Background: an optimization exercise with open tools, aiming at small area, a short achievable clock period and few clock cycles per item. Do not read the settings as production practice. Where RTL was checked, it was by simulation tests only, not by an equivalence proof against the original.

## teavault_cipher
module teavault_cipher (
    input  wire         clk,
    input  wire         rst,           
    input  wire         in_valid,
    output wire         in_ready,
    input  wire         in_decrypt,    
    input  wire [127:0] in_key,
    input  wire [63:0]  in_block,
    output wire         out_valid,
    input  wire         out_ready,
    output wire [63:0]  out_block
);
==> module teavault_cipher, before the edit <==
module teavault_cipher (
    input  wire         clk,
    input  wire         rst,           
    input  wire         in_valid,
    output wire         in_ready,
    input  wire         in_decrypt,    
    input  wire [127:0] in_key,
    input  wire [63:0]  in_block,
    output wire         out_valid,
    input  wire         out_ready,
    output wire [63:0]  out_block
);
    localparam [31:0] DELTA   = 32'h9E3779B9;
    localparam [31:0] INITSUM = 32'h2C15E7F9;    
    function [31:0] add32i(input [31:0] x, input [31:0] y, input inv);
        reg [31:0] g, p, gg, pp, gn, pn;
        integer i, l;
        begin
            g = x & y;
            p = x ^ y;
            gg = g; pp = p;
            for (l = 0; l < 5; l = l + 1) begin
                gn = gg; pn = pp;
                for (i = 0; i < 32; i = i + 1)
                    if (i[l]) begin
                        gn[i] = gg[i] | (pp[i] & gg[((i >> l) << l) - 1]);
                        pn[i] = pp[i] & pp[((i >> l) << l) - 1];
                    end
                gg = gn; pp = pn;
            end
            add32i = (p ^ {32{inv}}) ^ {gg[30:0], 1'b0};
        end
    endfunction
    function [31:0] add32bk(input [31:0] x, input [31:0] y, input ci);
        reg [31:0] g, p, gg, pp;
        integer i, l;
        begin
            g = x & y;
            p = x ^ y;
            gg = g; pp = p;
            gg[0] = g[0] | (p[0] & ci);
            for (l = 0; l < 5; l = l + 1)
                for (i = 0; i < 32; i = i + 1)
                    if (((i + 1) % (2 << l)) == 0) begin
                        gg[i] = gg[i] | (pp[i] & gg[i - (1 << l)]);
                        pp[i] = pp[i] & pp[i - (1 << l)];
                    end
            for (l = 3; l >= 0; l = l - 1)
                for (i = 0; i < 32; i = i + 1)
                    if (((i + 1) % (2 << l)) == (1 << l) && i >= (2 << l)) begin
                        gg[i] = gg[i] | (pp[i] & gg[i - (1 << l)]);
                        pp[i] = pp[i] & pp[i - (1 << l)];
                    end
            add32bk = p ^ {gg[30:0], ci};
        end
    endfunction
    reg        busy;       
    reg        full;       
    reg        ph;         
    reg        last;       
    reg        nz;         
    reg        sub;        
    reg [7:0]  cnt;        
    reg        dec;
    reg [31:0] a, b;       
    reg [31:0] sum;        
    reg [63:0] kp;         
    wire [31:0] ka  = kp[63:32];
    wire [31:0] kb  = kp[31:0];
    wire [31:0] t1, t2, t3;
    tv_add_bk u_t1 (.x(b << 4), .y(ka),  .ci(1'b0), .s(t1));    
    tv_add_bk u_t2 (.x(b),      .y(sum), .ci(1'b0), .s(t2));    
    tv_add_bk u_t3 (.x(b >> 5), .y(kb),  .ci(1'b0), .s(t3));    
    wire [31:0] f   = t1 ^ t2 ^ t3;
    wire [31:0] fz  = f & {32{nz}};                  
    wire [31:0] ax  = a ^ {32{sub}};
    wire [31:0] nb  = add32i(ax, fz, sub);           
    wire [31:0] dd  = {DELTA[31:1] ^ {31{dec}}, 1'b1};    
    assign in_ready  = last;
    assign out_valid = full;
    assign out_block = {a, b};
    always @(posedge clk) begin
        if (dec ^ (busy & ~cnt[0]))
            kp <= in_key[63:0];
        else
            kp <= in_key[127:64];
        if (busy) begin
            a   <= b;
            sum <= add32bk(sum, dd & {32{cnt[0]}}, 1'b0);    
            cnt <= cnt + 8'd1;
            nz  <= (cnt != 8'd127);
            sub <= dec & (cnt != 8'd127);
        end else begin
            if (!full || out_ready)
                a <= ph ? in_block[63:32] : in_block[31:0];
            sum <= dec ? INITSUM : DELTA;
            cnt <= dec ? 8'd255 : 8'd0;
            dec <= in_decrypt;
            nz  <= ph & ~dec;
            sub <= 1'b0;
        end
        if (!full || out_ready)
            b <= nb;
        if (rst) begin
            busy <= 1'b0;
            full <= 1'b0;
            ph   <= 1'b0;
            last <= 1'b0;
        end else if (busy) begin
            last <= ~last & (cnt == (dec ? 8'd127 : 8'd126));
            if (last) begin
                busy <= 1'b0;
                full <= 1'b1;
            end
        end else if (full) begin
            if (out_ready) begin
                full <= 1'b0;
                ph   <= in_valid;
            end
        end else if (ph) begin
            ph   <= 1'b0;
            busy <= 1'b1;
        end else begin
            ph   <= in_valid;
        end
    end
endmodule
Settings: LEC_CHECK=0, ABC_AREA=1, CAP_MARGIN=20, CORE_MARGIN=2, CORE_UTILIZATION=40, SLEW_MARGIN=20, BUFFER_PORTS_ARGS=-buffer_cell sky130_fd_sc_hd__buf_1, ADDER_MAP_FILE=, SETUP_SLACK_MARGIN=8, TNS_END_PERCENT=0, CTS_ARGS=-sink_clustering_enable -repair_clock_nets -dont_use_dummy_load -buf_list sky130_fd_sc_hd__clkbuf_8; clock period 12.0 ns.
standard.sh (not shown) runs the stock make flow with config.mk's settings and CLKGATE_MAP_FILE= SYNTH_SCRIPT=/design/flow/synth_recipe.tcl, a recipe that flattens the netlist after the stock synthesis.
==> flow/flow/run.sh <==
#!/bin/bash
# The standard ORFS layout (standard.sh), with these changes to how the
# layout is made (the SDC and clock period stay the standard flow's):
#  - ports are buffered with buf_1 cells instead of delay buffers;
#  - synthesis does not map adders to the library's fa/ha cells (same
#    synthesis script and registers, the adders are left to ABC);
#  - timing repair aims for more setup slack, on the worst path only;
#  - clock tree synthesis (when CTS_ARGS is set below) builds the tree from
#    clkbuf_8 cells and inserts no dummy loads.
# The ORFS logs of every step are kept under orfs/logs, and standard.sh's own
# output in standard.log.
set -e
cat >> "$FLOW_CONFIG" <<'EOC'
export BUFFER_PORTS_ARGS = -buffer_cell sky130_fd_sc_hd__buf_1
export ADDER_MAP_FILE = 
export SETUP_SLACK_MARGIN = 8
export TNS_END_PERCENT = 0
export CTS_ARGS = -sink_clustering_enable -repair_clock_nets -dont_use_dummy_load -buf_list sky130_fd_sc_hd__clkbuf_8
EOC
bash standard.sh > standard.log 2>&1
Testbench counts at the start, summed over its fixed seeds: cycles 167,678, items 1,280.
==> next run, changes <==
--- a/flow/design.v
+++ b/flow/design.v
@@ -13,5 +13,5 @@
     localparam [31:0] DELTA   = 32'h9E3779B9;
     localparam [31:0] INITSUM = 32'h2C15E7F9;    
-    function [31:0] add32i(input [31:0] x, input [31:0] y, input inv);
+    function [31:0] add32(input [31:0] x, input [31:0] y, input ci);
         reg [31:0] g, p, gg, pp, gn, pn;
         integer i, l;
@@ -20,4 +20,5 @@
             p = x ^ y;
             gg = g; pp = p;
+            gg[0] = g[0] | (p[0] & ci);
             for (l = 0; l < 5; l = l + 1) begin
                 gn = gg; pn = pp;
@@ -29,5 +30,5 @@
                 gg = gn; pp = pn;
             end
-            add32i = (p ^ {32{inv}}) ^ {gg[30:0], 1'b0};
+            add32 = p ^ {gg[30:0], ci};
         end
     endfunction
@@ -53,4 +54,37 @@
                     end
             add32bk = p ^ {gg[30:0], ci};
+        end
+    endfunction
+    function [31:0] add32sp4(input [31:0] x, input [31:0] y, input ci);
+        reg [31:0] g, p;
+        reg [31:0] c;   
+        reg [31:0] BG, BP, GG, PP, GN, PN;   
+        integer i, j, l, nb;
+        begin
+            g = x & y; p = x ^ y;
+            nb = 32 / 4;
+            for (i = 0; i < 32 / 4; i = i + 1) begin
+                BG[i] = 1'b0; BP[i] = 1'b1;
+                for (j = 0; j < 4; j = j + 1) begin
+                    BG[i] = g[i*4+j] | (p[i*4+j] & BG[i]);
+                    BP[i] = BP[i] & p[i*4+j];
+                end
+            end
+            GG = BG; PP = BP;
+            for (l = 0; l < 5; l = l + 1) begin
+                GN = GG; PN = PP;
+                for (i = 0; i < 32 / 4; i = i + 1)
+                    if (i[l]) begin
+                        GN[i] = GG[i] | (PP[i] & GG[((i >> l) << l) - 1]);
+                        PN[i] = PP[i] & PP[((i >> l) << l) - 1];
+                    end
+                GG = GN; PP = PN;
+            end
+            for (i = 0; i < 32 / 4; i = i + 1) begin
+                c[i*4] = (i == 0) ? ci : (GG[i-1] | (PP[i-1] & ci));
+                for (j = 1; j < 4; j = j + 1)
+                    c[i*4+j] = g[i*4+j-1] | (p[i*4+j-1] & c[i*4+j-1]);
+            end
+            add32sp4 = p ^ c;
         end
     endfunction
@@ -73,7 +107,7 @@
     tv_add_bk u_t3 (.x(b >> 5), .y(kb),  .ci(1'b0), .s(t3));    
     wire [31:0] f   = t1 ^ t2 ^ t3;
-    wire [31:0] fz  = f & {32{nz}};                  
-    wire [31:0] ax  = a ^ {32{sub}};
-    wire [31:0] nb  = add32i(ax, fz, sub);           
+    wire [31:0] fx  = (f & {32{nz}}) ^ {32{sub}};    
+    wire [31:0] nb;                                   
+    tv_add_bk u_nb (.x(a), .y(fx), .ci(sub), .s(nb));
     wire [31:0] dd  = {DELTA[31:1] ^ {31{dec}}, 1'b1};    
     assign in_ready  = last;
@@ -87,5 +121,6 @@
         if (busy) begin
             a   <= b;
-            sum <= add32bk(sum, dd & {32{cnt[0]}}, 1'b0);    
+            if (cnt[0])
+                sum <= add32bk(sum, dd, 1'b0);
             cnt <= cnt + 8'd1;
             nz  <= (cnt != 8'd127);
Result:
- setup slack loses 0.024 ns
- die area hardly moves
- via count decreases by 0.78%
- fmax fell by 0.62%
- area after synthesis barely changes
- design area goes up by 6.6%
- global-route usage went down by 0.65 points
- core utilization went up by 3.0 points
- count of clock-buffer cells in the layout stays the same
- sequential cell count stays the same
- routed wire length is higher by 1.9%
Function not checked in the second run of this note: the RTL went through the layout flow alone.

[re-timing with driven ports]
The flow's constraints put no driver on any port. The routed layouts listed below were extracted and timed again, unchanged, in two steps. Step 1, drivers: a clkbuf_16 drives clk and a buf_2 each remaining input, both assumed. Step 2 times the ports against the registers' clock, not the clock port: input delays grow and output delays shrink by t, the midpoint of the rising clock arrivals with the driver on. Three values: no drivers, after step 1, after step 2; two values: the first two.
run | shift t [ns] | setup slack, ns | hold WS [ns]
the first run | 0.540 | 8.184 / 8.184 / 8.184 | 0.486 / 0.486 / 0.486
the second run | 0.550 | 8.160 / 8.109 / 8.226 | 0.494 / 0.494 / 0.494
After both steps every run listed still meets setup and hold.
